This design comes from an exercise in tuning for small area, a short achievable clock period and few clock cycles on the open sky130 flow, not from production work.
Where RTL was checked, it was by simulation tests only, not by an equivalence proof against the original.
The RTL of run 1 was laid out without a check of its function.
Power is estimated from default activity; no workload was simulated.

[flow/config.mk]
export PLATFORM = sky130hd
export DESIGN_NAME = rce_codec
export DESIGN_NICKNAME = rce_codec
export VERILOG_FILES = /design/flow/design.v
export SDC_FILE = /design/flow/constraint.sdc
export NUM_CORES = 4
export LEC_CHECK = 0
export CAP_MARGIN = 20
export CORE_MARGIN = 2
export CORE_UTILIZATION = 40
export PLACE_DENSITY = 0.6
export SETUP_SLACK_MARGIN = 5
export SLEW_MARGIN = 20
[flow/constraint.sdc]
create_clock -name core_clock -period 12.0 [get_ports {clk}]
set_input_delay 2.4000 -clock core_clock [delete_from_list [all_inputs] [get_ports {clk}]]
set_output_delay 2.4000 -clock core_clock [all_outputs]
set_load 0.01 [all_outputs]
[flow/design.v]
module rce_codec (
    input  wire        clk,
    input  wire        rst,         
    input  wire        start,
    input  wire [31:0] cmd,
    input  wire [4:0]  ilen,
    input  wire        ib_we,
    input  wire [3:0]  ib_addr,
    input  wire [7:0]  ib_wdata,
    input  wire [6:0]  ob_addr,
    output wire [7:0]  ob_rdata,
    output wire        busy,
    output reg         done,
    output reg  [2:0]  err,
    output reg  [7:0]  olen,
    output reg  [7:0]  errchar,
    output reg  [3:0]  errpos
);
    localparam [2:0] ERR_OK      = 3'd0;
    localparam [2:0] ERR_BASE    = 3'd1;
    localparam [2:0] ERR_CHAR    = 3'd2;
    localparam [2:0] ERR_ILLEGAL = 3'd4;
    localparam [2:0] S_IDLE = 3'd0;
    localparam [2:0] S_FIN  = 3'd1;    
    localparam [2:0] S_DIV  = 3'd2;    
    localparam [2:0] S_P2   = 3'd3;    
    localparam [2:0] S_ZER  = 3'd4;    
    localparam [2:0] S_FLU  = 3'd5;    
    localparam [2:0] S_PRE  = 3'd6;    
    localparam [1:0] M_BYTE = 2'd0;
    localparam [1:0] M_NIB  = 2'd1;
    localparam [1:0] M_TWO  = 2'd2;
    localparam [1:0] M_ONE  = 2'd3;
    function [7:0] sym_for;
        input [6:0] d;
        begin
            if (d < 7'd10)       sym_for = 8'h30 + {1'b0, d};
            else if (d < 7'd36)  sym_for = 8'h61 + {1'b0, d} - 8'd10;
            else if (d < 7'd62)  sym_for = 8'h41 + {1'b0, d} - 8'd36;
            else if (d < 7'd77)  sym_for = 8'h21 + {1'b0, d} - 8'd62;
            else if (d < 7'd84)  sym_for = 8'h3A + {1'b0, d} - 8'd77;
            else if (d < 7'd90)  sym_for = 8'h5B + {1'b0, d} - 8'd84;
            else                 sym_for = 8'h7B + {1'b0, d} - 8'd90;
        end
    endfunction
    function [7:0] dig_for;
        input [7:0] c;
        begin
            case (c)
                8'h30: dig_for = 8'd0;
                8'h31: dig_for = 8'd1;
                8'h32: dig_for = 8'd2;
                8'h33: dig_for = 8'd3;
                8'h34: dig_for = 8'd4;
                8'h35: dig_for = 8'd5;
                8'h36: dig_for = 8'd6;
                8'h37: dig_for = 8'd7;
                8'h38: dig_for = 8'd8;
                8'h39: dig_for = 8'd9;
                8'h61: dig_for = 8'd10;
                8'h62: dig_for = 8'd11;
                8'h63: dig_for = 8'd12;
                8'h64: dig_for = 8'd13;
                8'h65: dig_for = 8'd14;
                8'h66: dig_for = 8'd15;
                8'h67: dig_for = 8'd16;
                8'h68: dig_for = 8'd17;
                8'h69: dig_for = 8'd18;
                8'h6a: dig_for = 8'd19;
                8'h6b: dig_for = 8'd20;
                8'h6c: dig_for = 8'd21;
                8'h6d: dig_for = 8'd22;
                8'h6e: dig_for = 8'd23;
                8'h6f: dig_for = 8'd24;
                8'h70: dig_for = 8'd25;
                8'h71: dig_for = 8'd26;
                8'h72: dig_for = 8'd27;
                8'h73: dig_for = 8'd28;
                8'h74: dig_for = 8'd29;
                8'h75: dig_for = 8'd30;
                8'h76: dig_for = 8'd31;
                8'h77: dig_for = 8'd32;
                8'h78: dig_for = 8'd33;
                8'h79: dig_for = 8'd34;
                8'h7a: dig_for = 8'd35;
                8'h41: dig_for = 8'd36;
                8'h42: dig_for = 8'd37;
                8'h43: dig_for = 8'd38;
                8'h44: dig_for = 8'd39;
                8'h45: dig_for = 8'd40;
                8'h46: dig_for = 8'd41;
                8'h47: dig_for = 8'd42;
                8'h48: dig_for = 8'd43;
                8'h49: dig_for = 8'd44;
                8'h4a: dig_for = 8'd45;
                8'h4b: dig_for = 8'd46;
                8'h4c: dig_for = 8'd47;
                8'h4d: dig_for = 8'd48;
                8'h4e: dig_for = 8'd49;
                8'h4f: dig_for = 8'd50;
                8'h50: dig_for = 8'd51;
                8'h51: dig_for = 8'd52;
                8'h52: dig_for = 8'd53;
                8'h53: dig_for = 8'd54;
                8'h54: dig_for = 8'd55;
                8'h55: dig_for = 8'd56;
                8'h56: dig_for = 8'd57;
                8'h57: dig_for = 8'd58;
                8'h58: dig_for = 8'd59;
                8'h59: dig_for = 8'd60;
                8'h5a: dig_for = 8'd61;
                8'h21: dig_for = 8'd62;
                8'h22: dig_for = 8'd63;
                8'h23: dig_for = 8'd64;
                8'h24: dig_for = 8'd65;
                8'h25: dig_for = 8'd66;
                8'h26: dig_for = 8'd67;
                8'h27: dig_for = 8'd68;
                8'h28: dig_for = 8'd69;
                8'h29: dig_for = 8'd70;
                8'h2a: dig_for = 8'd71;
                8'h2b: dig_for = 8'd72;
                8'h2c: dig_for = 8'd73;
                8'h2d: dig_for = 8'd74;
                8'h2e: dig_for = 8'd75;
                8'h2f: dig_for = 8'd76;
                8'h3a: dig_for = 8'd77;
                8'h3b: dig_for = 8'd78;
                8'h3c: dig_for = 8'd79;
                8'h3d: dig_for = 8'd80;
                8'h3e: dig_for = 8'd81;
                8'h3f: dig_for = 8'd82;
                8'h40: dig_for = 8'd83;
                8'h5b: dig_for = 8'd84;
                8'h5c: dig_for = 8'd85;
                8'h5d: dig_for = 8'd86;
                8'h5e: dig_for = 8'd87;
                8'h5f: dig_for = 8'd88;
                8'h60: dig_for = 8'd89;
                8'h7b: dig_for = 8'd90;
                8'h7c: dig_for = 8'd91;
                8'h7d: dig_for = 8'd92;
                8'h7e: dig_for = 8'd93;
                default: dig_for = 8'h80;
            endcase
        end
    endfunction
    function [7:0] hex_sym;
        input [3:0] d;
        begin
            case (d)
                4'd0: hex_sym = 8'h30;  4'd1: hex_sym = 8'h31;
                4'd2: hex_sym = 8'h32;  4'd3: hex_sym = 8'h33;
                4'd4: hex_sym = 8'h34;  4'd5: hex_sym = 8'h35;
                4'd6: hex_sym = 8'h36;  4'd7: hex_sym = 8'h37;
                4'd8: hex_sym = 8'h38;  4'd9: hex_sym = 8'h39;
                4'd10: hex_sym = 8'h61; 4'd11: hex_sym = 8'h62;
                4'd12: hex_sym = 8'h63; 4'd13: hex_sym = 8'h64;
                4'd14: hex_sym = 8'h65; default: hex_sym = 8'h66;
            endcase
        end
    endfunction
    function [9:0] ks9;          
        input [8:0] a;
        input [8:0] b;
        input       cin;
        reg   [8:0] p, g, pp, gg, c;
        integer i, d;
        begin
            p = a ^ b;
            g = a & b;
            g[0] = g[0] | (p[0] & cin);
            gg = g; pp = p;
            for (d = 1; d < 9; d = d * 2)
                for (i = 8; i >= d; i = i - 1) begin
                    gg[i] = gg[i] | (pp[i] & gg[i-d]);
                    pp[i] = pp[i] & pp[i-d];
                end
            c = {gg[7:0], cin};
            ks9 = {gg[8], p ^ c};
        end
    endfunction
    function [11:0] ks11;        
        input [10:0] a;
        input [10:0] b;
        reg   [10:0] p, g, pp, gg, c;
        integer i, d;
        begin
            p = a ^ b;
            g = a & b;
            gg = g; pp = p;
            for (d = 1; d < 11; d = d * 2)
                for (i = 10; i >= d; i = i - 1) begin
                    gg[i] = gg[i] | (pp[i] & gg[i-d]);
                    pp[i] = pp[i] & pp[i-d];
                end
            c = {gg[9:0], 1'b0};
            ks11 = {gg[10], p ^ c};
        end
    endfunction
    function [10:0] enc_step;    
        input [6:0] r;
        input [3:0] nib;
        input [6:0] b;
        input [8:0] b3;
        reg   [6:0] x;
        reg   [8:0] t;
        reg   [9:0] d1, d2, d3;
        reg   [3:0] qq;
        integer m;
        begin
            x = r;
            for (m = 1; m >= 0; m = m - 1) begin
                t  = {x, nib[2*m+1], nib[2*m]};
                d1 = ks9(t, ~{2'b00, b}, 1'b1);
                d2 = ks9(t, ~{1'b0, b, 1'b0}, 1'b1);
                d3 = ks9(t, ~b3, 1'b1);
                if (d3[9]) begin
                    qq[2*m +: 2] = 2'd3; x = d3[6:0];
                end else if (d2[9]) begin
                    qq[2*m +: 2] = 2'd2; x = d2[6:0];
                end else if (d1[9]) begin
                    qq[2*m +: 2] = 2'd1; x = d1[6:0];
                end else begin
                    qq[2*m +: 2] = 2'd0; x = t[6:0];
                end
            end
            enc_step = {qq, x};
        end
    endfunction
    function [10:0] dec_step;    
        input [3:0] r;
        input [6:0] d;
        input [6:0] b;
        input [8:0] b3;
        reg   [10:0] m0, m1, m2, sm, cy;
        reg   [11:0] x;
        begin
            case (r[1:0])
                2'd0: m0 = 11'd0;
                2'd1: m0 = {4'd0, b};
                2'd2: m0 = {3'd0, b, 1'b0};
                default: m0 = {2'd0, b3};
            endcase
            case (r[3:2])
                2'd0: m1 = 11'd0;
                2'd1: m1 = {2'd0, b, 2'b00};
                2'd2: m1 = {1'd0, b, 3'b000};
                default: m1 = {b3, 2'b00};
            endcase
            m2 = {4'd0, d};
            sm = m0 ^ m1 ^ m2;
            cy = (m0 & m1) | (m0 & m2) | (m1 & m2);
            x  = ks11(sm, {cy[9:0], 1'b0});
            dec_step = x[10:0];
        end
    endfunction
    localparam NS = 4;
    reg [7:0]   ibuf [0:15];
    reg [7:0]   acc  [0:15];
    reg [7:0]   st   [0:31];
    reg [2:0]   state;
    reg         is_dec;
    reg [6:0]   bse;
    reg [8:0]   bse3;        
    reg [1:0]   mode;
    reg [2:0]   pw;          
    reg [5:0]   ln;          
    reg [4:0]   n;           
    reg [4:0]   zleft;       
    reg [7:0]   cnt;         
    reg         p1;          
    reg [6:0]   r    [0:NS-1];   
    reg         allz [0:NS-1];   
    reg         pv   [1:NS-1];
    reg [6:0]   pq   [1:NS-1];
    reg [4:0]   pe   [1:NS-1];
    reg         pl   [1:NS-1];   
    reg         pz   [1:NS-1];   
    reg [3:0]   plo  [1:NS-1];   
    reg         pdz  [1:NS-1];   
    reg [4:0]   fnew;        
    reg         fin_rdy;     
    reg         go_r;        
    reg  [4:0]  e_r;         
    reg         last_r;      
    reg  [6:0]  ev;          
    reg         ev_bad;      
    reg         em_v;        
    reg  [NS-1:0] em_s;      
    reg         fr   [0:NS-1];   
    reg [4:0]   fin_f;       
    reg [4:0]   nrem;
    reg [4:0]   bidx;
    reg [13:0]  bb;
    reg [3:0]   bc;
    assign busy = (state != S_IDLE);
    wire [7:0] rd_byte = st[ob_addr[4:0]];
    wire [1:0] rd_f    = ob_addr[6:5];
    wire [7:0] rd_hlo  = hex_sym(rd_byte[3:0]);
    wire [7:0] rd_hhi  = hex_sym(rd_byte[7:4]);
    wire [1:0] rd_two  = rd_f[1] ? (rd_f[0] ? rd_byte[7:6] : rd_byte[5:4])
                                 : (rd_f[0] ? rd_byte[3:2] : rd_byte[1:0]);
    wire       rd_one  = rd_f[1] ? (rd_f[0] ? rd_byte[3] : rd_byte[2])
                                 : (rd_f[0] ? rd_byte[1] : rd_byte[0]);
    reg  [7:0] rd_out;
    always @(*) begin
        case (mode)
            M_BYTE:  rd_out = rd_byte;
            M_NIB:   rd_out = rd_f[0] ? rd_hhi : rd_hlo;
            M_TWO:   rd_out = {6'b001100, rd_two};
            default: rd_out = {7'b0011000, rd_one};
        endcase
    end
    assign ob_rdata = rd_out;
    wire [3:0]  c_opc  = cmd[31:28];
    wire [15:0] c_base = cmd[15:0];
    wire        c_ill  = (cmd[27:16] != 12'd0) || (c_opc > 4'd2) ||
                         (c_opc == 4'd0 && c_base != 16'd0);
    wire        c_nop  = (c_opc == 4'd0);
    wire        c_badb = (c_base < 16'd2) || (c_base > 16'd94);
    wire        c_dec  = (c_opc == 4'd2);
    wire [6:0]  c_b    = c_base[6:0];
    wire [7:0]  zch = is_dec ? 8'h30 : 8'h00;
    reg  [4:0]  lz;
    integer k;
    always @(*) begin
        lz = 5'd16;
        for (k = 15; k >= 0; k = k - 1)
            if (ibuf[k] != zch) lz = k;
    end
    wire [4:0]  c_z = (lz < n) ? lz : n;
    wire [4:0]  z_e = is_dec ? c_z : {c_z[3:0], 1'b0};      
    reg  [2:0]  c_pw;
    always @(*) begin
        case (c_b)
            7'd2:  c_pw = 3'd1;
            7'd4:  c_pw = 3'd2;
            7'd8:  c_pw = 3'd3;
            7'd16: c_pw = 3'd4;
            7'd32: c_pw = 3'd5;
            7'd64: c_pw = 3'd6;
            default: c_pw = 3'd0;
        endcase
    end
    wire [1:0]  c_mode = c_dec ? M_BYTE :
                         (c_b == 7'd2) ? M_ONE :
                         (c_b <= 7'd4) ? M_TWO :
                         (c_b <= 7'd16) ? M_NIB : M_BYTE;
    wire        in_div = (state == S_DIV);
    wire        l_run  = in_div && pv[NS-1];             
    wire        l_end  = l_run && pl[NS-1];              
    wire        s0_go   = in_div && go_r;
    wire [4:0]  s0_e    = e_r;
    wire        s0_last = last_r;
    wire        bad_c   = s0_go && (ev_bad || (is_dec && p1 && (ev >= bse)));
    wire [7:0]  e_ib    = ibuf[e_r[3:0]];
    reg         sv   [0:NS-1];    
    reg  [6:0]  sin  [0:NS-1];    
    reg  [4:0]  se   [0:NS-1];
    reg         sl   [0:NS-1];
    reg         sdz  [0:NS-1];    
    reg  [3:0]  slo  [0:NS-1];
    reg  [6:0]  sq   [0:NS-1];
    reg  [6:0]  srn  [0:NS-1];
    reg  [10:0] t_en, t_de;
    integer g;
    always @(*) begin
        for (g = 0; g < NS; g = g + 1) begin
            if (g == 0) begin
                sv[g]  = s0_go;
                sin[g] = ev;
                se[g]  = s0_e;
                sl[g]  = s0_last;
                sdz[g] = 1'b0;
                slo[g] = 4'd0;
            end else begin
                sv[g]  = in_div && pv[g];
                sin[g] = pq[g];
                se[g]  = pe[g];
                sl[g]  = pl[g];
                sdz[g] = pz[g];
                slo[g] = plo[g];
            end
            t_en = enc_step(fr[g] ? 7'd0 : r[g], sin[g][3:0], bse, bse3);
            t_de = dec_step(fr[g] ? 4'd0 : r[g][3:0], sin[g], bse, bse3);
            sq[g]  = is_dec ? t_de[10:4] : {3'd0, t_en[10:7]};
            srn[g] = is_dec ? {3'd0, t_de[3:0]} : t_en[6:0];
        end
    end
    wire        lq_z   = (sq[NS-1] == 7'd0);
    wire        l_zero = allz[NS-1] && lq_z;        
    wire [4:0]  l_ff   = allz[NS-1] ? pe[NS-1] : fnew;
    wire        seq_n   = s0_go && !s0_last;
    wire        rs_n    = !seq_n && (!allz[NS-1] || fin_rdy);
    wire        go_n    = seq_n || rs_n;
    wire [4:0]  e_n     = (state == S_PRE) ? z_e :
                          seq_n ? s0_e + 5'd1 : (!allz[NS-1] ? fnew : fin_f);
    wire        last_n  = ({1'b0, e_n} == ln - 6'd1);
    wire        p1_n    = (state == S_PRE) || ((s0_go && s0_last) ? 1'b0 : p1);
    wire [4:0]  fnew_n  = (l_run && !pl[NS-1] && allz[NS-1]) ?
                          (lq_z ? pe[NS-1] + 5'd1 : pe[NS-1]) : fnew;
    wire        frdy_n  = go_n ? 1'b0 : (l_end ? 1'b1 : fin_rdy);
    wire [4:0]  finf_n  = l_end ? l_ff : fin_f;
    wire [3:0]  f_byte = is_dec ? e_n[3:0] : e_n[4:1];
    wire [7:0]  f_ib   = ibuf[f_byte];
    wire [7:0]  f_ac   = acc[f_byte];
    wire [7:0]  f_raw  = p1_n ? f_ib : f_ac;
    wire [3:0]  f_nib  = e_n[0] ? f_raw[3:0] : f_raw[7:4];
    wire [7:0]  f_dg   = dig_for(f_ib);
    wire [6:0]  f_dig  = p1_n ? f_dg[6:0] : f_ac[6:0];
    wire [6:0]  ev_n   = is_dec ? f_dig : {3'd0, f_nib};
    wire        evb_n  = is_dec && p1_n && f_dg[7];
    wire        p_ld  = (bc < {1'b0, pw}) && (nrem != 5'd0);
    wire [7:0]  p_byt = ibuf[bidx[3:0]];
    wire [13:0] p_bbx = p_ld ? (bb | ({6'd0, p_byt} << bc)) : bb;
    wire [3:0]  p_bcx = p_ld ? bc + 4'd8 : bc;
    wire [4:0]  p_nr  = p_ld ? nrem - 5'd1 : nrem;
    reg  [6:0]  p_dig;
    always @(*) begin
        case (pw)
            3'd1: p_dig = {6'd0, p_bbx[0]};
            3'd2: p_dig = {5'd0, p_bbx[1:0]};
            3'd3: p_dig = {4'd0, p_bbx[2:0]};
            3'd4: p_dig = {3'd0, p_bbx[3:0]};
            3'd5: p_dig = {2'd0, p_bbx[4:0]};
            default: p_dig = {1'b0, p_bbx[5:0]};
        endcase
    end
    wire [13:0] p_bbn = p_bbx >> pw;
    wire [3:0]  p_bcn = (p_bcx > {1'b0, pw}) ? p_bcx - {1'b0, pw} : 4'd0;
    wire        p_more = (p_bbn != 14'd0) || (p_nr != 5'd0);
    reg         ins;
    reg  [7:0]  ins_d;       
    integer h;
    always @(*) begin
        ins   = 1'b0;
        ins_d = 8'd0;
        case (state)
            S_DIV, S_FLU: begin
                ins   = em_v;
                ins_d = em_d;
            end
            S_P2: begin
                ins   = 1'b1;
                ins_d = {1'b0, p_dig};
            end
            S_ZER: begin
                ins   = 1'b1;
                ins_d = 8'd0;
            end
            default: ;
        endcase
    end
    reg  [NS-1:0] emit;
    always @(*) begin
        for (h = 0; h < NS; h = h + 1)
            emit[h] = (state == S_DIV) && sv[h] && sl[h] &&
                      (is_dec ? ((h % 2 == 1) && !pdz[(h == 0) ? 1 : h]) : !sdz[h]);
    end
    reg  [7:0]  em_d;
    always @(*) begin
        em_d = 8'd0;
        for (h = 0; h < NS; h = h + 1)
            if (em_s[h])
                em_d = em_d | (is_dec ? {r[h][3:0], plo[(h == 0) ? 1 : h]} : {1'b0, r[h]});
    end
    reg  [7:0]  ins_b;
    always @(*) begin
        case (mode)
            M_BYTE:  ins_b = is_dec ? ins_d : sym_for(ins_d[6:0]);
            M_NIB:   ins_b = {st[31][3:0], ins_d[3:0]};
            M_TWO:   ins_b = {st[31][5:0], ins_d[1:0]};
            default: ins_b = {st[31][6:0], ins_d[0]};
        endcase
    end
    integer s;
    always @(posedge clk) begin
        if (ins) begin
            st[0] <= ins_b;
            for (s = 1; s < 32; s = s + 1)
                st[s] <= st[s-1];
        end
    end
    always @(posedge clk) begin
        if (ib_we && !busy)
            ibuf[ib_addr] <= ib_wdata;
    end
    wire [3:0]  w_byte = is_dec ? pe[NS-1][3:0] : pe[NS-1][4:1];
    always @(posedge clk) begin
        if (l_run) begin
            if (is_dec)
                acc[w_byte][6:0] <= sq[NS-1];
            else if (pe[NS-1][0])
                acc[w_byte][3:0] <= sq[NS-1][3:0];
            else
                acc[w_byte][7:4] <= sq[NS-1][3:0];
        end
    end
    integer u;
    always @(posedge clk) begin
        if (rst || (state == S_IDLE)) begin
            for (u = 0; u < NS; u = u + 1) begin
                r[u]    <= 7'd0;
                allz[u] <= 1'b1;
                fr[u]   <= 1'b1;
            end
            for (u = 1; u < NS; u = u + 1)
                pv[u] <= 1'b0;
        end else if (in_div) begin
            for (u = 0; u < NS; u = u + 1) begin
                if (sv[u]) begin
                    r[u]  <= srn[u];
                    fr[u] <= sl[u];
                    if (sl[u])
                        allz[u] <= 1'b1;
                    else if (sq[u] != 7'd0)
                        allz[u] <= 1'b0;
                end
            end
            for (u = 1; u < NS; u = u + 1) begin
                pv[u] <= sv[u-1];
                pq[u] <= sq[u-1];
                pe[u] <= se[u-1];
                pl[u] <= sl[u-1];
                pz[u] <= allz[u-1] && (sq[u-1] == 7'd0);
                if (sv[u-1] && sl[u-1]) plo[u] <= srn[u-1][3:0];
                pdz[u] <= sdz[u-1];
            end
        end
    end
    wire [7:0] cnt_n = cnt + {7'd0, ins};
    always @(posedge clk) begin
        if (rst) begin
            state   <= S_IDLE;
            done    <= 1'b0;
            err     <= ERR_OK;
            olen    <= 8'd0;
            errchar <= 8'd0;
            errpos  <= 4'd0;
        end else begin
            case (state)
            S_IDLE: begin
                if (start) begin
                    done    <= 1'b0;
                    is_dec  <= c_dec;
                    bse     <= c_b;
                    bse3    <= {2'b00, c_b} + {1'b0, c_b, 1'b0};
                    ln      <= c_dec ? {1'b0, ilen} : {ilen, 1'b0};
                    n       <= ilen;
                    go_r    <= 1'b0;
                    em_v    <= 1'b0;
                    fin_rdy <= 1'b0;
                    cnt     <= 8'd0;
                    bb      <= 14'd0;
                    bc      <= 4'd0;
                    if (c_ill) begin
                        err     <= ERR_ILLEGAL;
                        errchar <= 8'd0;
                        errpos  <= 4'd0;
                        state   <= S_FIN;
                    end else if (c_nop) begin
                        err     <= ERR_OK;
                        errchar <= 8'd0;
                        errpos  <= 4'd0;
                        state   <= S_FIN;
                    end else if (c_badb) begin
                        err     <= ERR_BASE;
                        errchar <= 8'd0;
                        errpos  <= 4'd0;
                        olen    <= 8'd0;
                        state   <= S_FIN;
                    end else begin
                        mode    <= c_mode;
                        pw      <= c_pw;
                        state   <= S_PRE;
                        err     <= ERR_OK;
                        errchar <= 8'd0;
                        errpos  <= 4'd0;
                        olen    <= 8'd0;
                    end
                end
            end
            S_FIN: begin
                done  <= 1'b1;
                state <= S_IDLE;
            end
            S_PRE: begin
                zleft   <= c_z;
                nrem    <= n - c_z;
                bidx    <= n - 5'd1;
                p1      <= 1'b1;
                go_r    <= 1'b1;
                e_r     <= e_n;
                last_r  <= last_n;
                ev      <= ev_n;
                ev_bad  <= evb_n;
                if (c_z == n)
                    state <= (c_z == 5'd0) ? S_FIN : S_ZER;
                else if (!is_dec && pw != 3'd0)
                    state <= S_P2;
                else
                    state <= S_DIV;
            end
            S_DIV: begin
                cnt     <= cnt_n;
                em_v    <= |emit;
                em_s    <= emit;
                fnew    <= fnew_n;
                fin_rdy <= frdy_n;
                fin_f   <= finf_n;
                go_r    <= go_n;
                e_r     <= e_n;
                last_r  <= last_n;
                ev      <= ev_n;
                ev_bad  <= evb_n;
                p1      <= p1_n;
                if (bad_c) begin
                    err     <= ERR_CHAR;
                    errchar <= e_ib;
                    errpos  <= s0_e[3:0];
                    olen    <= 8'd0;
                    done    <= 1'b1;
                    state   <= S_IDLE;
                end else if (l_end && l_zero) begin
                    state <= S_FLU;
                end
            end
            S_FLU: begin
                cnt <= cnt_n;
                if (zleft == 5'd0) begin
                    olen  <= cnt_n;
                    done  <= 1'b1;
                    state <= S_IDLE;
                end else
                    state <= S_ZER;
            end
            S_P2: begin
                cnt  <= cnt_n;
                bb   <= p_bbn;
                bc   <= p_bcn;
                nrem <= p_nr;
                if (p_ld) bidx <= bidx - 5'd1;
                if (!p_more) begin
                    if (zleft == 5'd0) begin
                        olen  <= cnt_n;
                        done  <= 1'b1;
                        state <= S_IDLE;
                    end else
                        state <= S_ZER;
                end
            end
            S_ZER: begin
                cnt   <= cnt_n;
                zleft <= zleft - 5'd1;
                if (zleft == 5'd1) begin
                    olen  <= cnt_n;
                    done  <= 1'b1;
                    state <= S_IDLE;
                end
            end
            default: state <= S_IDLE;
            endcase
        end
    end
endmodule
[flow/run.sh]
#!/bin/bash
# synth_recipe.tcl (not shown) runs the flow's synth.tcl, then flattens the netlist and writes it again
# the make line also repeats each setting of config.mk as NAME=value (left out here)
make -C /OpenROAD-flow-scripts/flow DESIGN_CONFIG=/design/flow/config.mk WORK_HOME=/design/flow/orfs CLKGATE_MAP_FILE= SYNTH_SCRIPT=/design/flow/synth_recipe.tcl finish
==> metrics.yaml, run 1 <==
die_area_um2: 125000
syn2layout_area_growth_pct: 14.4
fillCellCount: 11200
ant_nets: 0
drt_iter0_markers: 5092
cts_root_buf: "clkbuf_16"
syn-cell-area_um2: 48900
clkLatencyLatePin_ps: 670
crit_slowest_cell: "o32a_1"
ir_drop_uv: 112
dpl_worst_slack_ps: 3060
via_count: 39800
rsz0062_at_grt: "yes"
track_usage_pct: 25.0
setup_viol: 0
tns_ps: 0
maxCapViolCount: 0
endpoint_kind: "primary output"
h-tree-depth: 3
synth-seq-cells: 745
critPathTopFamily: "compound AO/OA/AOI/OAI gates"
viasPerCell: 6.17
setup_ws_ps: 4470
synth_edf_count: 671
initial_utilization_pct: 40.2
routedWlPerCell_um: 25.1
grt_pass1_wl_mm: 241
yosys_warnings: 20
finalNetCount: 5164
slowest_delay_ps: 360
dr.pass1.iters: 8
clock_sinks: 745
synthArstFlopShare_pct: 0
die_w_um: 353
drc: 0
slew_violations: 0
cp_max_fo: 8
core_um2: 122000
min_period_ps: 7530
status: "complete, no violations"
skew_ps: 27.6
cts_tree: "done"
grt_max_degree: 185
ys_types: 102
cp_cell_sequence: "buf_4, nand2b_4, nor2_4, buf_4, a22o_1, a221oi_2, nand4_1, o32a_1, ha_1, o21ai_1, o211ai_1, o311ai_1, a41oi_1, buf_2"
synthCells: 4670
numCtsBuffers: 81
critPathLaunchType: "input pin"
power_density_nw_per_um2: 107
grt_antenna_before_repair: 3
crit_type: "in -> out"
finalCritPeriodShare_pct: 62.8
hold_viol: 0
p_leak_nw: 20.7
worstPathRequired_ps: 9600
dp_hpwl_mm: 114
synth_ff_type: "edfxtp_1"
die_h_um: 353
timing.fmax_mhz: 133
gr-total-overflow: 0
holdBufCountCts: 0
synth.yosys.seq_area_share_pct: 44.3
critPathArrivalTime_ps: 5130
syn_avg_cell_area_um2: 10.5
crit_buf_inv: 3
finalWirelength_mm: 162
drive_above_1_share_pct: 13.4
syn-num-nets: 5074
grt_pass1_vias: 37700
fp-row-count: 128
cts.path.max_buffers: 3
worst_slew_pin_slew_ps: 1010
hold_path.class: "reg -> reg"
place_congestion: 0.942
relSlewSlack_pct: 30.8
clkTransAtPathRegs_ps: 60
ios: 93
numPortBuffers: 92
crit_top_cell: "buf_4"
-- area by class of cell --
cell class                 count  area, um2  area share, %
sequential                   745      21600           38.7
multi-input combinational   3508      26500           47.4
inverter                     180        676           1.21
tap                         1625       2030           3.64
clock inverter                58        594           1.06
antenna                        1       2.50        0.00448
timing repair buffer         244       2320           4.15
clock buffer                  91       2130           3.81
-- sequential cells by signal, summed over array words and instances (netlist names), 6 cells and up, named ones only --
signal   count
acc        128
bb          14
bse          6
bse3         9
cnt          8
errchar      8
ev           7
ibuf       128
ln           6
olen         8
pe          15
plo         12
pq          21
r           28
st         256
-- cells in the final DEF, fill, tap and decap left out, drive strengths merged, types with 36 or more instances in the layout --
| cell type | count |
|---|---|
| nor3 | 82 |
| mux2i | 106 |
| a22oi | 128 |
| nor2b | 99 |
| nand2b | 59 |
| a21oi | 232 |
| buf | 161 |
| mux4 | 93 |
| and3 | 64 |
| clkinv | 45 |
| nand3 | 123 |
| fa | 43 |
| o211ai | 36 |
| o21a | 45 |
| mux2 | 67 |
| nand2 | 463 |
| inv | 183 |
| a211oi | 50 |
| nor4 | 38 |
| and2 | 37 |
| nor2 | 402 |
| xor2 | 43 |
| clkdlybuf4s50 | 78 |
| ha | 301 |
| o21ai | 260 |
| a22o | 54 |
| a221oi | 43 |
| nand4 | 54 |
| clkbuf | 96 |
| a21o | 83 |
| dfxtp | 74 |
| edfxtp | 671 |
| xnor2 | 116 |
-- cells in the mapped netlist (11+ instances only) --
library cell	number	area, um2
mux2_2	67	754
a21boi_0	30	225
a21o_1	83	623
o32ai_1	11	96.3
a221oi_1	42	368
o31ai_1	19	143
nor2_1	400	1500
clkbuf_1	176	661
mux4_2	93	2090
nand3_1	123	616
a311oi_1	20	175
and2_1	34	213
a21oi_1	230	1150
o21a_1	45	338
xnor2_1	116	1020
nor3_1	81	405
o21ai_0	251	1260
a31oi_1	30	188
or2_2	17	106
nand2_1	460	1730
mux2i_1	106	1060
nor4_1	35	219
ha_1	301	3770
o21bai_1	25	188
or4_1	13	97.6
buf_2	23	115
o22ai_1	18	113
dfxtp_1	74	1480
nand2b_1	59	369
a211o_1	16	140
a22o_1	54	473
buf_1	23	86.3
a22oi_1	128	961
fa_1	43	861
xor2_1	43	377
nand4_1	54	338
edfxtp_1	671	20100
a32oi_1	12	105
or3_1	18	113
and3_1	64	400
nor2b_1	99	619
inv_1	174	653
a211oi_1	49	368
o211ai_1	35	263
-- metal layers --
layer  wire length (um)  GRT usage, %  part of all wire, %  vias to the layer above
li1                   -             -                    -                    17900
met1              69200          35.6                   43                    19400
met2              72000          38.7                   44                     2129
met3              14700          4.01                  9.1                      391
met4               5950          8.60                  3.7                        4
met5                 29             0                0.018                        -
-- repair_timing --
action	4_1_cts	5_1_grt
hold endpoints to repair	0	0
endpoints found under the setup margin	88	118
resized for setup	195	85
pin swaps	44	29
gates cloned	4	3
setup buffers	52	24
-- worst reg2reg max path, cell delays in order (launching register included) --
cell,delay [ps]
edfxtp_1,470
nor4_1,530
o211ai_1,290
nor4_2,510
o41ai_4,190
and2_1,220
ha_1,300
a21o_1,180
a21o_1,200
a21oi_4,230
and2_4,210
o31ai_2,60
buf_4,210
nor2_4,200
buf_4,190
mux2i_1,310
mux2i_1,170
a32oi_2,310
o221a_4,290
inv_1,90
ha_2,390
inv_1,100
a21oi_1,190
a21oi_1,80
a221oi_2,270
a22oi_1,130
o311ai_1,300
-- path summary, 6_finish.rpt --
kind	end	start	cells after the start	slack [ps]
min reg2reg	pe[3][0]	pe[2][0]	0	420
max	ob_rdata[0]	ob_addr[2]	14	4470
max reg2reg	ev[1]	ibuf[5][3]	26	5190
min	pe[3][0]	pe[2][0]	0	420
-- power by group --
group | total, mW | internal [mW] | switching, mW
sequential | 2.84 | 2.82 | 0.0229
clock | 2.58 | 1.47 | 1.12
combinational | 0.555 | 0.218 | 0.337
-- cells by family (layout without fill, tap and decap cells) --
| group | count (synthesis) | in the layout | synth area share (%) |
|---|---|---|---|
| adder cells (fa/ha/maj) | 345 | 345 | 9.49 |
| XOR/XNOR | 159 | 159 | 2.85 |
| AO/OA/AOI/OAI | 1233 | 1233 | 17.3 |
| flip-flops | 745 | 745 | 44.3 |
| AND/OR/NAND/NOR | 1500 | 1505 | 14.5 |
| multiplexers | 266 | 266 | 8.00 |
| other | 0 | 1 | 0 |
| buffers and inverters | 422 | 573 | 3.52 |
-- metrics by stage --
stage               cells  power, mW  area [um2]  utilization [%]  hold WS (ps)
floorplan            4670       3.21       48900                -           400
global placement     6219       3.38       51500             42.4           402
detailed placement   6219       3.39       51500             42.4           407
CTS                  6424       5.99       55300             45.5           414
global route         6451       6.17       55900             46.0           426
finish               6452       5.98       55900             46.0           418
==> run 2: changes to the inputs <==
--- a/flow/design.v
+++ b/flow/design.v
@@ -392,2 +392,9 @@
     wire        l_zero = allz[NS-1] && lq_z;        
+    reg         s_end0;
+    integer     y;
+    always @(*) begin
+        s_end0 = 1'b0;
+        for (y = 0; y < NS; y = y + 1)
+            if (sv[y] && sl[y] && allz[y] && (sq[y] == 7'd0) && (!is_dec || (y % 2 == 1))) s_end0 = 1'b1;
+    end
     wire [4:0]  l_ff   = allz[NS-1] ? pe[NS-1] : fnew;
@@ -624,3 +631,3 @@
                     state   <= S_IDLE;
-                end else if (l_end && l_zero) begin
+                end else if (s_end0) begin
                     state <= S_FLU;
==> run 2 against run 1 <==
Effect of this change:
- cell area grew 3.1%
- synthesized area rose by 2.0%
- largest power group unchanged
- die area increased by 2.0%
- sequential power hardly changed
- sequential cell count unchanged
- critical path depth grew 2
- register-to-register slack got worse by 60 ps
- global-route usage increased by 1.0 points
- count of clock-buffer cells in the layout up 13
- worst hold slack worse by 1.2 ps
- maximum frequency down 2.2%
- via count grew 3.1%
==> metrics.yaml, run 2 <==
largest-register: "st"
routedWlPerCell_um: 25.6
worst_slew_pin_slew_ps: 1020
p_sw_share_pct: 24.8
crit_type: "in -> out"
fin_area_um2: 57600
final_cells: 6652
finalCritPeriodShare_pct: 64.2
critPathLaunchType: "input pin"
cp_cell_sequence: "buf_12, or3b_4, nor2_4, buf_4, buf_6, a22o_1, a221oi_2, nand3_1, nor3_4, nor2_4, ha_4, o221ai_1, a21oi_1, a222oi_1, a21oi_1, buf_2"
skew_ps: 43.1
r2r_slack_ps: 5130
crit_slowest_cell: "or3b_4"
die_h_um: 357
die_area_um2: 127000
cts_root_buf: "clkbuf_16"
layout_commonest_cell: "edfxtp_1"
finalWirelength_mm: 171
post-route-util_pct: 46.6
die_w_um: 357
tns_ps: 0
grt_pass1_wl_mm: 251
synthArstFlopShare_pct: 0
maxCapViolCount: 0
fp-row-count: 129
setup_viol: 0
dp_hpwl_mm: 120
p_comb_share_pct: 9.4
layout_common_cells: "edfxtp_1 (671), nor2_1 (411), nand2_1 (400)"
drc: 0
clkTransAtPathRegs_ps: 60
critPathTopFamily: "simple AND/OR/NAND/NOR gates"
syn-num-nets: 5197
dp.cells: 6373
drt_iter0_markers: 4879
fillCellCount: 11500
endpoint_kind: "primary output"
gr-total-overflow: 0
timing.fmax_mhz: 130
place_congestion: 0.961
numPortBuffers: 92
yosys_warnings: 20
viasPerCell: 6.17
clkLatencyLatePin_ps: 710
synthCells: 4794
ys_types: 110
critPathArrivalTime_ps: 5300
core_um2: 124000
relSlewSlack_pct: 30.5
synth_common_cells: "edfxtp_1 (671), nor2_1 (454), nand2_1 (406)"
hold_viol: 0
min_period_ps: 7700
synth.area.top_cells: "edfxtp_1 (40%), ha_1 (7.5%), mux4_2 (4.2%)"
synth_edf_count: 671
slew_violations: 0
dr.pass1.iters: 7
largest_reg_flops: 256
ir_drop_uv: 136
hold_depth: 0
seq_power_share_pct: 47.3
rsz0062_at_grt: "yes"
synth-seq-cells: 745
drive_above_1_share_pct: 15.5
hold_path.class: "reg -> reg"
hold_slack_ps: 417
ant_nets: 0
ios: 93
syn2layout_area_growth_pct: 15.7
status: "complete, no violations"
synth.yosys.seq_area_share_pct: 43.4
internal_power_mw: 4.51
netlist.area_leader.share_pct: 40.4
slowest_delay_ps: 460
min_to: "pe[3][3]"
finalNetCount: 5347
pwr-share-clk_pct: 43.3
yosysMostFrequentCell: "edfxtp_1"
rr_endpoint: "ev[3]"
grt_max_degree: 183
cp_max_fo: 8
initial_utilization_pct: 40.3
p_leak_nw: 21.0
worstPathRequired_ps: 9600
min_from: "pe[2][3]"
largestRegisters: "st: 256 flops, acc: 128 flops, ibuf: 128 flops"
power_density_nw_per_um2: 104
synth_ff_type: "edfxtp_1"
syn-cell-area_um2: 49800
yosys.area.top_type: "edfxtp_1"
h-tree-depth: 3
placed_area_um2: 52800
grt_antenna_before_repair: 7
via_count: 41100
cts.path.max_buffers: 3
p_switching_mw: 1.49
syn_avg_cell_area_um2: 10.4
clock_sinks: 745
r2r-start: "ibuf[8][3]"
crit_buf_inv: 4
ff2ff_path_depth: 21
track_usage_pct: 26.0
cts_tree: "done"
numCtsBuffers: 83
grt_pass1_vias: 38700
run 2: cell count changes after synthesis, sizes merged, moves of 18 or more:
cell,previous run,this run
o22ai,18,36
a21oi,232,270
and3,64,40
nand2,461,408
nor2,401,455
mux2i,106,162
nor3,82,110
inv,176,212
mux2,67,88
nand2b,59,39
nand3,123,100
run 2: worst max-delay path by stage:
stage / to / slack (ps) / from / cells past startpoint
floorplan: ob_rdata[0] / 4770 / ob_addr[3] / 15
global placement: ob_rdata[0] / 2570 / ob_addr[3] / 17
detailed placement: ob_rdata[0] / 2640 / ob_addr[3] / 17
CTS: ob_rdata[0] / 4410 / ob_addr[1] / 18
global route: ob_rdata[0] / 4130 / ob_addr[1] / 18
finish: ob_rdata[0] / 4300 / ob_addr[4] / 16
run 2: cells by family after synthesis:
kind of cell	after synthesis	synth area share (%)
flip-flops	745	43.4
XOR/XNOR	152	2.67
multiplexers	343	9.45
adder cells (fa/ha/maj)	344	9.28
AND/OR/NAND/NOR	1458	13.8
buffers and inverters	454	3.66
AO/OA/AOI/OAI	1298	17.8
run 2: what timing repair did:
item | CTS | global route
hold buffers | 0 | 0
pin swaps | 65 | 41
buffers inserted | 78 | 45
resized for setup | 220 | 87
endpoints found under the setup margin | 60 | 67
run 2: per-stage QoR:
step | power, mW | setup WS, ps
floorplan | 3.20 | 4770
global placement | 3.38 | 2570
detailed placement | 3.38 | 2640
CTS | 6.02 | 4410
global route | 6.19 | 4130
finish | 6.00 | 4300
run 2: metal layers:
| metal | global-route usage [%] | vias to the layer above | share of wire, % |
|---|---|---|---|
| met1 | 36.7 | 20000 | 43 |
| met3 | 4.83 | 422 | 8.7 |
| met4 | 10.4 | 2 | 4.5 |
| li1 | - | 18500 | - |
| met2 | 39.5 | 2078 | 43 |
| met5 | 0 | - | 0.0076 |
run 2: power by group through the flow:
stage | Clock, mW | Combinational, mW | Sequential, mW
after global placement | 0 | 0.486 | 2.90
final | 2.60 | 0.563 | 2.84
after floorplan | 0 | 0.320 | 2.88
after CTS | 2.64 | 0.538 | 2.84
after detailed placement | 0 | 0.488 | 2.90
after global routing | 2.74 | 0.605 | 2.84
run 2: final cells by class:
cell class / count / area, um2 / share of cell area (%)
clock buffers: 104 / 2260 / 3.92
multi-input cells: 3595 / 27600 / 47.9
well taps: 1637 / 2050 / 3.55
inverters: 218 / 828 / 1.44
diodes: 1 / 2.50 / 0.00434
flip-flops and latches: 745 / 21600 / 37.6
repair buffers: 301 / 2720 / 4.71
clock inverters: 51 / 539 / 0.936
Testbench counts of run 2, summed over its fixed seeds: cycles 17,113.
==> run 3: changes to the inputs <==
--- a/flow/design.v
+++ b/flow/design.v
@@ -260,3 +260,4 @@
     reg [7:0]   acc  [0:15];
-    reg [7:0]   st   [0:31];
+    reg [6:0]   st   [0:31];
+    reg         st7  [0:15];
     reg [2:0]   state;
@@ -267,3 +268,2 @@
     reg [2:0]   pw;          
-    reg [5:0]   ln;          
     reg [4:0]   n;           
@@ -297,3 +297,3 @@
     assign busy = (state != S_IDLE);
-    wire [7:0] rd_byte = st[ob_addr[4:0]];
+    wire [7:0] rd_byte = {ob_addr[4] ? 1'b0 : st7[ob_addr[3:0]], st[ob_addr[4:0]]};
     wire [1:0] rd_f    = ob_addr[6:5];
@@ -405,2 +405,3 @@
                           seq_n ? s0_e + 5'd1 : (!allz[NS-1] ? fnew : fin_f);
+    wire [5:0]  ln      = is_dec ? {1'b0, n} : {n, 1'b0};    
     wire        last_n  = ({1'b0, e_n} == ln - 6'd1);
@@ -486,3 +487,6 @@
         if (ins) begin
-            st[0] <= ins_b;
+            st[0]  <= ins_b[6:0];
+            st7[0] <= ins_b[7];
+            for (s = 1; s < 16; s = s + 1)
+                st7[s] <= st7[s-1];
             for (s = 1; s < 32; s = s + 1)
@@ -555,3 +559,2 @@
                     bse3    <= {2'b00, c_b} + {1'b0, c_b, 1'b0};
-                    ln      <= c_dec ? {1'b0, ilen} : {ilen, 1'b0};
                     n       <= ilen;
--- a/flow/config.mk
+++ b/flow/config.mk
@@ -9,4 +9,5 @@
 export CORE_MARGIN = 2
-export CORE_UTILIZATION = 40
-export PLACE_DENSITY = 0.6
+export CORE_UTILIZATION = 55
+export CTS_BUF_LIST = sky130_fd_sc_hd__clkbuf_4 sky130_fd_sc_hd__clkbuf_8
+export PLACE_DENSITY = 0.7
 export SETUP_SLACK_MARGIN = 5
==> run 3 against run 2 <==
Effect of this change:
- maximum frequency down 6.5%
- setup slack worse by 540 ps
- core utilization up 16 points
- first-iteration DRC count up 6.4%
- largest cell class unchanged
- highest routed layer is now met4
==> metrics.yaml, run 3 <==
status: "complete, no violations"
endpoint_kind: "primary output"
gr-total-overflow: 0
worstPathRequired_ps: 9600
fp-row-count: 109
hold_path.class: "reg -> reg"
yosys.area.top_type: "edfxtp_1"
use_met3_pct: 6.25
ir_drop_uv: 106
cts_root_buf: "clkbuf_8"
synth_common_cells: "edfxtp_1 (649), nand2_1 (474), nor2_1 (456)"
ant_nets: 0
largestRegisters: "st: 224 flops, acc: 128 flops, ibuf: 128 flops"
skew_ps: 77.9
die_h_um: 302
via_count: 40700
yosysMostFrequentCell: "edfxtp_1"
timing.fmax_mhz: 121
ys_types: 96
syn-cell-area_um2: 48700
r2r_slack_ps: 5250
synth-seq-cells: 723
cts.path.max_buffers: 3
met2_usage_pct: 51.4
cp_max_fo: 16
slew_violations: 0
min_period_ps: 8240
holdBufCountCts: 0
seq_area_um2: 21000
tns_ps: 0
grt_antenna_before_repair: 2
synth.yosys.seq_area_share_pct: 43.0
syn_avg_cell_area_um2: 10.1
clkLatencyLatePin_ps: 840
track_usage_pct: 33.6
rsz0062_at_grt: "yes"
synthArstFlopShare_pct: 0
grt.busiest_layer: "met2"
place_congestion: 0.991
grt_pass1_wl_mm: 233
ios: 93
grt_max_degree: 100
critPathLaunchType: "input pin"
netlist.area_leader.share_pct: 40.0
layout_common_cells: "edfxtp_1 (649), nand2_1 (467), nor2_1 (426)"
setup_ws_ps: 3760
maxCapViolCount: 0
layout_commonest_cell: "edfxtp_1"
syn2layout_area_growth_pct: 12.8
syn-num-nets: 5218
numPortBuffers: 92
drt_iter0_markers: 5189
viasPerCell: 6.56
largest_reg_flops: 224
crit_type: "in -> out"
power_mw: 5.59
h-tree-depth: 3
numCtsBuffers: 119
core_um2: 88100
p_leak_nw: 20.4
hold_viol: 0
met1_usage_pct: 47.1
critPathArrivalTime_ps: 5840
setup_viol: 0
worst_slew_pin_slew_ps: 1150
power_density_nw_per_um2: 102
largest-register: "st"
placed_area_um2: 50900
cts_tree: "done"
drc: 0
die_w_um: 302
relSlewSlack_pct: 23.2
die_area_um2: 91000
clock_sinks: 723
grt_pass1_vias: 38500
finalWirelength_mm: 156
yosys_warnings: 21
fillCellCount: 7325
synth_edf_count: 649
drive_above_1_share_pct: 14.0
hold_slack_ps: 409
dpl_worst_slack_ps: 1980
initial_utilization_pct: 55.3
multiInputGateArea_um2: 26900
finalCritPeriodShare_pct: 68.7
dp_hpwl_mm: 109
clkTransAtPathRegs_ps: 60
synth_ff_type: "edfxtp_1"
finalNetCount: 5348
synth.area.top_cells: "edfxtp_1 (40%), ha_1 (7.7%), mux4_2 (4.2%)"
routedWlPerCell_um: 25.1
synthCells: 4814
dr.pass1.iters: 6
fin_area_um2: 55000
==> run 3: cell count changes in the layout (fill, tap and decap cells not counted), moves of 26 or more <==
cell and change:
clkbuf_8 +120, clkbuf_16 -82, nand3_1 +79, nand2_1 +67
clkbuf_4 +28, a22o_1 -27, mux2_2 -26, mux2i_1 -26
==> run 3: critical path: stages <==
cell	delay, ps
buf_6	140
nor2b_2	200
nand2b_4	150
nor2_4	90
a22o_1	190
a221oi_2	170
o2111ai_1	140
or3_4	350
a221o_1	290
a22oi_2	280
inv_2	90
ha_4	220
mux2i_1	120
mux2i_1	90
mux2_4	260
a222oi_1	370
a21oi_1	110
buf_2	150
==> run 3: layer usage <==
metal	part of all wire, %	wire length (um)
met5	0	0
met4	4.6	7160
met3	10	15900
met2	44	69200
met1	41	64000
==> run 3: final timing paths <==
| path | endpoint | startpoint | cells after the start |
|---|---|---|---|
| max | ob_rdata[0] | ob_addr[1] | 18 |
| min | pe[3][0] | pe[2][0] | 0 |
| max reg2reg | state[1] | bse[3] | 24 |
| min reg2reg | pe[3][0] | pe[2][0] | 0 |
==> run 3: timing repair <==
| item | in CTS | in global routing |
|---|---|---|
| resized for setup | 152 | 82 |
| pin swaps | 24 | 29 |
| cloned | 1 | 4 |
| setup endpoints to repair | 43 | 48 |
| buffers inserted | 35 | 40 |
==> run 3: kinds of logic after synthesis <==
kind of cell / Yosys count / share of synthesized area [%]
simple gates: 1592 / 15.2
mux: 292 / 8.52
fa+ha+maj: 345 / 9.52
xor+xnor: 154 / 2.77
compound gates: 1262 / 17.5
flops: 723 / 43.0
buf+inv: 446 / 3.55
==> run 3: layout make-up <==
cell class                      count  share of cell area, %
Antenna cell                        4                 0.0182
Clock buffer                      154                   3.54
Clock inverter                     69                  0.999
Inverter                          194                   1.41
Multi-Input combinational cell   3646                   48.9
Sequential cell                   723                   38.2
Tap cell                         1165                   2.65
Timing Repair Buffer              260                   4.33
==> run 3: power breakdown <==
group | internal, mW | leakage [nW] | switching (mW)
Combinational | 0.225 | 12.8 | 0.340
Sequential | 2.74 | 6.33 | 0.0243
Clock | 1.19 | 1.31 | 1.08
==> run 3: per-stage QoR <==
stage	instances	utilization, %
floorplan	4814	-
global placement	5907	57.8
detailed placement	5907	57.8
CTS	6166	61.5
global route	6213	62.4
finish	6215	62.4
Testbench counts of run 3, summed over its fixed seeds: cycles 17,113.
==> run 4: changes to the inputs <==
--- a/flow/design.v
+++ b/flow/design.v
@@ -230,4 +230,4 @@
     endfunction
-    function [10:0] dec_step;    
-        input [3:0] r;
+    function [14:0] dec_step;    
+        input [7:0] r;
         input [6:0] d;
@@ -235,25 +235,52 @@
         input [8:0] b3;
-        reg   [10:0] m0, m1, m2, sm, cy;
-        reg   [11:0] x;
+        reg   [14:0] m0, m1, m2, m3, m4, s1, c1, s2, c2, s3, c3;
+        reg   [15:0] x;
         begin
-            case (r[1:0])
-                2'd0: m0 = 11'd0;
-                2'd1: m0 = {4'd0, b};
-                2'd2: m0 = {3'd0, b, 1'b0};
-                default: m0 = {2'd0, b3};
-            endcase
-            case (r[3:2])
-                2'd0: m1 = 11'd0;
-                2'd1: m1 = {2'd0, b, 2'b00};
-                2'd2: m1 = {1'd0, b, 3'b000};
-                default: m1 = {b3, 2'b00};
+            m0 = {6'd0, pick(r[1:0], b, b3)};
+            m1 = {4'd0, pick(r[3:2], b, b3), 2'd0};
+            m2 = {2'd0, pick(r[5:4], b, b3), 4'd0};
+            m3 = {pick(r[7:6], b, b3), 6'd0};
+            m4 = {8'd0, d};
+            s1 = m0 ^ m1 ^ m2;
+            c1 = ((m0 & m1) | (m0 & m2) | (m1 & m2)) << 1;
+            s2 = s1 ^ m3 ^ m4;
+            c2 = ((s1 & m3) | (s1 & m4) | (m3 & m4)) << 1;
+            s3 = s2 ^ c1 ^ c2;
+            c3 = ((s2 & c1) | (s2 & c2) | (c1 & c2)) << 1;
+            x  = ks15(s3, c3);
+            dec_step = x[14:0];
+        end
+    endfunction
+    function [8:0] pick;         
+        input [1:0] k;
+        input [6:0] b;
+        input [8:0] b3;
+        begin
+            case (k)
+                2'd0: pick = 9'd0;
+                2'd1: pick = {2'd0, b};
+                2'd2: pick = {1'd0, b, 1'b0};
+                default: pick = b3;
             endcase
-            m2 = {4'd0, d};
-            sm = m0 ^ m1 ^ m2;
-            cy = (m0 & m1) | (m0 & m2) | (m1 & m2);
-            x  = ks11(sm, {cy[9:0], 1'b0});
-            dec_step = x[10:0];
         end
     endfunction
-    localparam NS = 4;
+    function [15:0] ks15;        
+        input [14:0] a;
+        input [14:0] b;
+        reg   [14:0] p, g, pp, gg, c;
+        integer i, d;
+        begin
+            p = a ^ b;
+            g = a & b;
+            gg = g; pp = p;
+            for (d = 1; d < 15; d = d * 2)
+                for (i = 14; i >= d; i = i - 1) begin
+                    gg[i] = gg[i] | (pp[i] & gg[i-d]);
+                    pp[i] = pp[i] & pp[i-d];
+                end
+            c = {gg[13:0], 1'b0};
+            ks15 = {gg[14], p ^ c};
+        end
+    endfunction
+    localparam NS = 3;
     reg [7:0]   ibuf [0:15];
@@ -272,3 +299,3 @@
     reg         p1;          
-    reg [6:0]   r    [0:NS-1];   
+    reg [7:0]   r    [0:NS-1];   
     reg         allz [0:NS-1];   
@@ -279,4 +306,2 @@
     reg         pz   [1:NS-1];   
-    reg [3:0]   plo  [1:NS-1];   
-    reg         pdz  [1:NS-1];   
     reg [4:0]   fnew;        
@@ -362,6 +387,6 @@
     reg         sdz  [0:NS-1];    
-    reg  [3:0]  slo  [0:NS-1];
     reg  [6:0]  sq   [0:NS-1];
-    reg  [6:0]  srn  [0:NS-1];
-    reg  [10:0] t_en, t_de;
+    reg  [7:0]  srn  [0:NS-1];
+    reg  [10:0] t_en;
+    reg  [14:0] t_de;
     integer g;
@@ -375,3 +400,2 @@
                 sdz[g] = 1'b0;
-                slo[g] = 4'd0;
             end else begin
@@ -382,8 +406,7 @@
                 sdz[g] = pz[g];
-                slo[g] = plo[g];
             end
-            t_en = enc_step(fr[g] ? 7'd0 : r[g], sin[g][3:0], bse, bse3);
-            t_de = dec_step(fr[g] ? 4'd0 : r[g][3:0], sin[g], bse, bse3);
-            sq[g]  = is_dec ? t_de[10:4] : {3'd0, t_en[10:7]};
-            srn[g] = is_dec ? {3'd0, t_de[3:0]} : t_en[6:0];
+            t_en = enc_step(fr[g] ? 7'd0 : r[g][6:0], sin[g][3:0], bse, bse3);
+            t_de = dec_step(fr[g] ? 8'd0 : r[g], sin[g], bse, bse3);
+            sq[g]  = is_dec ? t_de[14:8] : {3'd0, t_en[10:7]};
+            srn[g] = is_dec ? t_de[7:0] : {1'b0, t_en[6:0]};
         end
@@ -397,3 +420,3 @@
         for (y = 0; y < NS; y = y + 1)
-            if (sv[y] && sl[y] && allz[y] && (sq[y] == 7'd0) && (!is_dec || (y % 2 == 1))) s_end0 = 1'b1;
+            if (sv[y] && sl[y] && allz[y] && (sq[y] == 7'd0)) s_end0 = 1'b1;
     end
@@ -466,3 +489,3 @@
             emit[h] = (state == S_DIV) && sv[h] && sl[h] &&
-                      (is_dec ? ((h % 2 == 1) && !pdz[(h == 0) ? 1 : h]) : !sdz[h]);
+                      !sdz[h];
     end
@@ -473,3 +496,3 @@
             if (em_s[h])
-                em_d = em_d | (is_dec ? {r[h][3:0], plo[(h == 0) ? 1 : h]} : {1'b0, r[h]});
+                em_d = em_d | r[h];
     end
@@ -514,3 +537,3 @@
             for (u = 0; u < NS; u = u + 1) begin
-                r[u]    <= 7'd0;
+                r[u]    <= 8'd0;
                 allz[u] <= 1'b1;
@@ -537,4 +560,2 @@
                 pz[u] <= allz[u-1] && (sq[u-1] == 7'd0);
-                if (sv[u-1] && sl[u-1]) plo[u] <= srn[u-1][3:0];
-                pdz[u] <= sdz[u-1];
             end
==> run 4 against run 3 <==
Effect of this change:
- still clean on timing, DRC and antenna
- cell count shrank 4.7%
- first-iteration DRC count rose by 1.4%
- clock skew shrank 43 ps
- die area down 3.0%
- synthesized area down 3.0%
- sequential cell count fell by 35
- total power is 7.8% higher
- routed wire length shrank 5.6%
- combinational power increased by 68%
- critical path type unchanged
- largest power group unchanged
- highest routed layer unchanged
==> metrics.yaml, run 4 <==
status: "complete, no violations"
min_period_ps: 7850
largest_reg_flops: 224
ys_types: 101
syn-num-nets: 4938
post-route-util_pct: 63.4
finalCritPeriodShare_pct: 65.4
critPathArrivalTime_ps: 5450
routedWlPerCell_um: 24.9
placed_area_um2: 49300
critPathLaunchType: "input pin"
fin_area_um2: 54000
relSlewSlack_pct: 26.6
clkLatencyLatePin_ps: 790
grt_pass1_vias: 36500
grt_pass1_wl_mm: 222
timing.fmax_mhz: 127
ios: 93
yosysMostFrequentCell: "edfxtp_1"
cts_root_buf: "clkbuf_8"
fillCellCount: 6771
place_congestion: 0.971
min_from: "st7[14]"
viasPerCell: 6.56
multiInputGateArea_um2: 26500
worst_slew_pin_slew_ps: 1090
largestRegisters: "st: 224 flops, acc: 128 flops, ibuf: 128 flops"
fp-row-count: 107
synth.area.top_cells: "edfxtp_1 (39%), ha_1 (7.9%), mux2i_1 (4.7%)"
drc: 0
ir_drop_uv: 135
clock_sinks: 688
grt_antenna_before_repair: 2
layout_commonest_cell: "edfxtp_1"
crit_type: "in -> out"
h-tree-depth: 3
p_leak_nw: 20.4
slew_violations: 0
synth_ff_type: "edfxtp_1"
yosys.area.top_type: "edfxtp_1"
yosys_warnings: 18
drt_iter0_markers: 5261
die_h_um: 297
synth_common_cells: "edfxtp_1 (621), nor2_1 (380), nand2_1 (336)"
worstPathRequired_ps: 9600
via_count: 38900
die_w_um: 297
cts_tree: "done"
dr.pass1.iters: 10
r2r-start: "ibuf[15][0]"
clkTransAtPathRegs_ps: 70
cts.path.max_buffers: 3
finalWirelength_mm: 148
ant_nets: 0
numPortBuffers: 92
initial_utilization_pct: 55.5
synth-seq-cells: 688
setup_viol: 0
tns_ps: 0
critPathLaunch: "ob_addr[4]"
seq_area_um2: 20000
synth.yosys.seq_area_share_pct: 42.3
maxCapViolCount: 0
syn_avg_cell_area_um2: 10.5
gr-total-overflow: 0
track_usage_pct: 32.4
cp_max_fo: 5
core_um2: 85100
syn-cell-area_um2: 47200
synth_edf_count: 621
endpoint_kind: "primary output"
numCtsBuffers: 112
power_density_nw_per_um2: 112
hold_viol: 0
synthArstFlopShare_pct: 0
skew_ps: 35.4
grt_max_degree: 162
drive_above_1_share_pct: 16.1
largest-register: "st"
die_area_um2: 88300
layout_common_cells: "edfxtp_1 (621), nor2_1 (355), nand2_1 (325)"
dp_hpwl_mm: 100
netlist.area_leader.share_pct: 39.5
finalNetCount: 5102
syn2layout_area_growth_pct: 14.3
holdBufCountCts: 0
hold_path.class: "reg -> reg"
rsz0062_at_grt: "yes"
synthCells: 4516
## run 4: cell types whose count changed after synthesis, sizes merged, moves of 22 or more
cell,delta
nand2,-139
nand3,-93
mux2i,+87
nor2,-77
inv,+57
a21oi,-52
a211oi,+37
edfxtp,-28
clkbuf,-26
and3,-22
## run 4: cells by family (layout without fill, tap and decap cells)
logic type,Yosys count,in the layout,share of synthesized area [%]
compound gates,1187,1190,17.0
xor+xnor,131,131,2.43
fa+ha+maj,363,363,10.6
buf+inv,484,740,4.11
flops,688,688,42.3
mux,363,363,10.3
other cells,0,2,0
simple gates,1300,1300,13.2
## run 4: metal layers
| layer | global-route usage [%] | routed length (um) |
|---|---|---|
| met5 | 0 | 0 |
| met4 | 13.4 | 6880 |
| met3 | 6.44 | 15800 |
| met2 | 48.2 | 63600 |
| met1 | 46.5 | 61200 |
## run 4: layout make-up
cell class                 count  area share [%]
multi-input combinational   3347            49.1
tap                         1144            2.65
clock inverter                62           0.994
clock buffer                 147            3.37
timing repair buffer         284            5.02
inverter                     247            1.80
antenna                        2         0.00927
sequential                   688            37.0
## run 4: path summary, 6_finish.rpt
check,end,slack [ps],depth (start not counted)
hold / removal,st7[15],440,0
setup / recovery,ob_rdata[0],4150,19
hold reg to reg,st7[15],440,0
setup reg to reg,ev[3],5130,22
## run 4: stage by stage
| stage | hold slack [ps] | std cells | power [mW] | worst slack, ps |
|---|---|---|---|---|
| detailed placement | 405 | 5582 | 3.77 | 2610 |
| global route | 449 | 5921 | 6.23 | 3970 |
| floorplan | 400 | 4516 | 3.47 | 4650 |
| global placement | 404 | 5582 | 3.77 | 2620 |
| CTS | 444 | 5874 | 5.99 | 4280 |
| finish | 445 | 5921 | 6.03 | 4150 |
## run 4: report_power, final
group	internal [mW]	total (mW)	switching, mW
Sequential	2.79	2.92	0.124
Combinational	0.351	0.949	0.598
Clock	1.15	2.16	1.01
Total	4.30	6.03	1.73
## run 4: what timing repair did
| action | CTS | global route |
|---|---|---|
| endpoints found under the setup margin | 58 | 25 |
| gates resized for setup | 237 | 75 |
| cloned | 5 | 1 |
| setup buffers | 78 | 44 |
| pin swaps | 55 | 40 |
## run 4: critical path, cell delays in order
cell	delay, ps
buf_8	70
buf_12	150
buf_12	120
nand2_8	60
buf_12	150
nor3_4	420
a22o_1	230
a221oi_1	50
nand4_1	130
nor3_2	60
nor2_2	160
ha_1	270
nor2_1	140
a211oi_1	60
a211o_1	230
a21boi_0	130
a222oi_1	300
a21oi_1	160
buf_2	170
Testbench counts of run 4, summed over its fixed seeds: cycles 17,176.
==> run 5: changes to the inputs <==
--- a/flow/design.v
+++ b/flow/design.v
@@ -381,3 +381,2 @@
     wire        bad_c   = s0_go && (ev_bad || (is_dec && p1 && (ev >= bse)));
-    wire [7:0]  e_ib    = ibuf[e_r[3:0]];
     reg         sv   [0:NS-1];    
@@ -435,3 +434,3 @@
     wire [4:0]  finf_n  = l_end ? l_ff : fin_f;
-    wire [3:0]  f_byte = is_dec ? e_n[3:0] : e_n[4:1];
+    wire [3:0]  f_byte = (state == S_P2) ? bidx[3:0] : is_dec ? e_n[3:0] : e_n[4:1];
     wire [7:0]  f_ib   = ibuf[f_byte];
@@ -445,3 +444,3 @@
     wire        p_ld  = (bc < {1'b0, pw}) && (nrem != 5'd0);
-    wire [7:0]  p_byt = ibuf[bidx[3:0]];
+    wire [7:0]  p_byt = f_ib;
     wire [13:0] p_bbx = p_ld ? (bb | ({6'd0, p_byt} << bc)) : bb;
@@ -628,2 +627,4 @@
                 ev_bad  <= evb_n;
+                if (c_z != n && (is_dec || pw == 3'd0))
+                    errchar <= f_ib;
                 if (c_z == n)
@@ -648,5 +649,5 @@
                 p1      <= p1_n;
+                if (!bad_c) errchar <= f_ib;
                 if (bad_c) begin
                     err     <= ERR_CHAR;
-                    errchar <= e_ib;
                     errpos  <= s0_e[3:0];
@@ -660,3 +661,4 @@
             S_FLU: begin
-                cnt <= cnt_n;
+                cnt     <= cnt_n;
+                errchar <= 8'd0;
                 if (zleft == 5'd0) begin
--- a/flow/config.mk
+++ b/flow/config.mk
@@ -12,3 +12,3 @@
 export PLACE_DENSITY = 0.7
-export SETUP_SLACK_MARGIN = 5
+export SETUP_SLACK_MARGIN = 4.3
 export SLEW_MARGIN = 20
==> run 5 against run 4 <==
Effect of this change:
- die area decreased by 3.7%
- global-route usage increased by 0.33 points
- combinational power increased to 3.2 times the previous value
- core utilization increased by 0.071 points
- critical path type unchanged
- largest cell class unchanged
- cell count about the same
- non-clock buffer count decreased by 14
- still clean
- clock skew increased by 2.5 ps
==> metrics.yaml, run 5 <==
drt_iter0_markers: 4826
clkTransAtPathRegs_ps: 60
via_count: 38500
synth_edf_count: 621
tns_ps: 0
synth.yosys.seq_area_share_pct: 43.6
syn-cell-area_um2: 45500
syn2layout_area_growth_pct: 14.4
initial_utilization_pct: 55.5
routedWlPerCell_um: 24.4
post-route-util_pct: 63.5
crit_slowest_cell: "nor3_4"
synth.area.top_cells: "edfxtp_1 (41%), ha_1 (8.2%), nand2_1 (4.1%)"
power_mw: 8.79
numCtsBuffers: 112
drc: 0
critPathArrivalTime_ps: 5300
endpoint_kind: "primary output"
numPortBuffers: 92
gr-total-overflow: 0
skew_ps: 37.9
grt_pass1_wl_mm: 216
cts_tree: "done"
dpl_worst_slack_ps: 2380
setup_ws_ps: 4300
critPathCapture: "ob_rdata[0]"
yosys_warnings: 18
finalCritPeriodShare_pct: 64.2
maxCapViolCount: 0
drive_above_1_share_pct: 13.7
cp_max_fo: 11
ir_drop_uv: 150
clock_sinks: 680
core_um2: 82000
worst_slew_pin_slew_ps: 1090
yosysMostFrequentCell: "edfxtp_1"
h-tree-depth: 3
r2r_slack_ps: 4430
slew_violations: 0
crit_type: "in -> out"
fp-row-count: 105
dr.pass1.iters: 7
largest-register: "st"
placed_area_um2: 47300
slowest_delay_ps: 300
ys_types: 114
timing.fmax_mhz: 130
rsz0062_at_grt: "yes"
die_w_um: 292
yosys.area.top_type: "edfxtp_1"
layout_commonest_cell: "edfxtp_1"
cts_root_buf: "clkbuf_8"
syn-num-nets: 5034
finalNetCount: 5183
largest_reg_flops: 224
synth_common_cells: "edfxtp_1 (621), nand2_1 (502), nor2_1 (436)"
cp_cell_sequence: "buf_16, nand3b_1, buf_4, nor2_4, a22o_1, a221oi_2, nand4_1, nor3_4, nor2_4, ha_1, o21ai_1, a21oi_1, mux2i_1, o221ai_1, mux2_4, buf_6"
critPathLaunch: "ob_addr[1]"
largestRegisters: "st: 224 flops, acc: 128 flops, ibuf: 128 flops"
grt_pass1_vias: 36100
critPathLaunchType: "input pin"
worstPathRequired_ps: 9600
ff2ff_path_depth: 33
p_leak_nw: 19.8
netlist.area_leader.share_pct: 41.0
fin_area_um2: 52000
layout_common_cells: "edfxtp_1 (621), nand2_1 (494), nor2_1 (400)"
rr_endpoint: "olen[4]"
synthCells: 4613
grt_max_degree: 87
synth_ff_type: "edfxtp_1"
die_area_um2: 85000
viasPerCell: 6.51
relSlewSlack_pct: 26.7
ios: 93
fillCellCount: 6736
die_h_um: 292
dp_hpwl_mm: 99.2
hold_viol: 0
holdBufCountCts: 0
place_congestion: 0.971
hold_path.class: "reg -> reg"
crit_top_cell: "nor2_4"
track_usage_pct: 32.8
r2r-start: "is_dec"
synthArstFlopShare_pct: 0
status: "complete, no violations"
clkLatencyLatePin_ps: 790
grt_antenna_before_repair: 2
power_density_nw_per_um2: 169
ant_nets: 0
setup_viol: 0
synth-seq-cells: 680
syn_avg_cell_area_um2: 9.86
finalWirelength_mm: 145
min_period_ps: 7700
cts.path.max_buffers: 3
-- run 5: cell types whose count changed after synthesis, sizes merged, moves of 23 or more --
cell / previous run / this run
nor2: 380 / 437
nand2: 336 / 504
mux2: 46 / 23
a211oi: 84 / 57
mux2i: 223 / 111
mux4: 94 / 6
a21oi: 220 / 246
and3: 42 / 76
-- run 5: layout make-up --
class / instances / area [um2] / area share (%)
diodes: 2 / 5.00 / 0.00962
repair buffers: 270 / 2610 / 5.01
flip-flops and latches: 680 / 19800 / 38.1
multi-input cells: 3462 / 25100 / 48.3
well taps: 1070 / 1340 / 2.57
inverters: 236 / 896 / 1.72
clock inverters: 57 / 438 / 0.842
clock buffers: 147 / 1810 / 3.48
-- run 5: cell families after synthesis --
group | count (synthesis) | synth area share (%)
muxes | 140 | 3.31
DFF | 680 | 43.6
adders and majority gates | 361 | 11.0
AOI/OAI and AO/OA | 1256 | 19.1
xor gates and xnor gates | 143 | 2.75
buffers and inverters | 474 | 4.20
and+or+nand+nor | 1559 | 16.1
-- run 5: worst max-delay path, delay by kind of cell --
family	cells	cell delay, ps
AOI/OAI and AO/OA	5	800
adders and majority gates	1	300
buffers and inverters	3	450
muxes	2	440
and+or+nand+nor	5	900
-- run 5: worst min-delay path by stage --
stage | start | slack, ps | end | cells after the start
6_report | pe[1][2] | 430 | pe[2][2] | 0
5_1_grt | pe[1][1] | 440 | pe[2][1] | 0
4_1_cts | pe[1][1] | 430 | pe[2][1] | 0
3_5_place_dp | pe[1][1] | 410 | pe[2][1] | 0
3_3_place_gp | pe[1][3] | 400 | pe[2][3] | 0
2_1_floorplan | pe[1][0] | 400 | pe[2][0] | 0
-- run 5: metrics by stage --
stage | std cells | hold slack, ps
after CTS | 5853 | 429
after global routing | 5923 | 436
after global placement | 5603 | 401
after floorplan | 4613 | 400
after detailed placement | 5603 | 410
final | 5924 | 429
-- run 5: where the power goes --
group / switching [mW] / internal [mW] / leakage (nW)
Combinational: 1.96 / 1.03 / 12.6
Clock: 0.985 / 1.10 / 1.18
Sequential: 0.435 / 3.27 / 6.06
Total: 3.38 / 5.41 / 19.8
-- run 5: metal layers --
metal	global-route usage [%]	up-vias	share of wire, %
met5	0	-	0
met4	13.1	0	4.3
met3	5.50	416	9.9
met2	51.6	2283	45
met1	45.2	18400	41
li1	-	17500	-
-- run 5: repair_timing --
item | 4_1_cts | 5_1_grt
setup buffers | 43 | 62
hold endpoints to repair | 0 | 0
pin swaps | 26 | 58
cloned | 3 | 5
resized for setup | 195 | 163
setup endpoints to repair | 53 | 31
Testbench counts of run 5, summed over its fixed seeds: cycles 17,176.

Setup slack of run 5, layout unchanged: 4.299 ns with ideal ports, 4.171 ns with driving cells assumed (clock clkbuf_16, inputs buf_2), 4.171 ns with port delays also shifted by the 0.831 ns mid clock arrival.
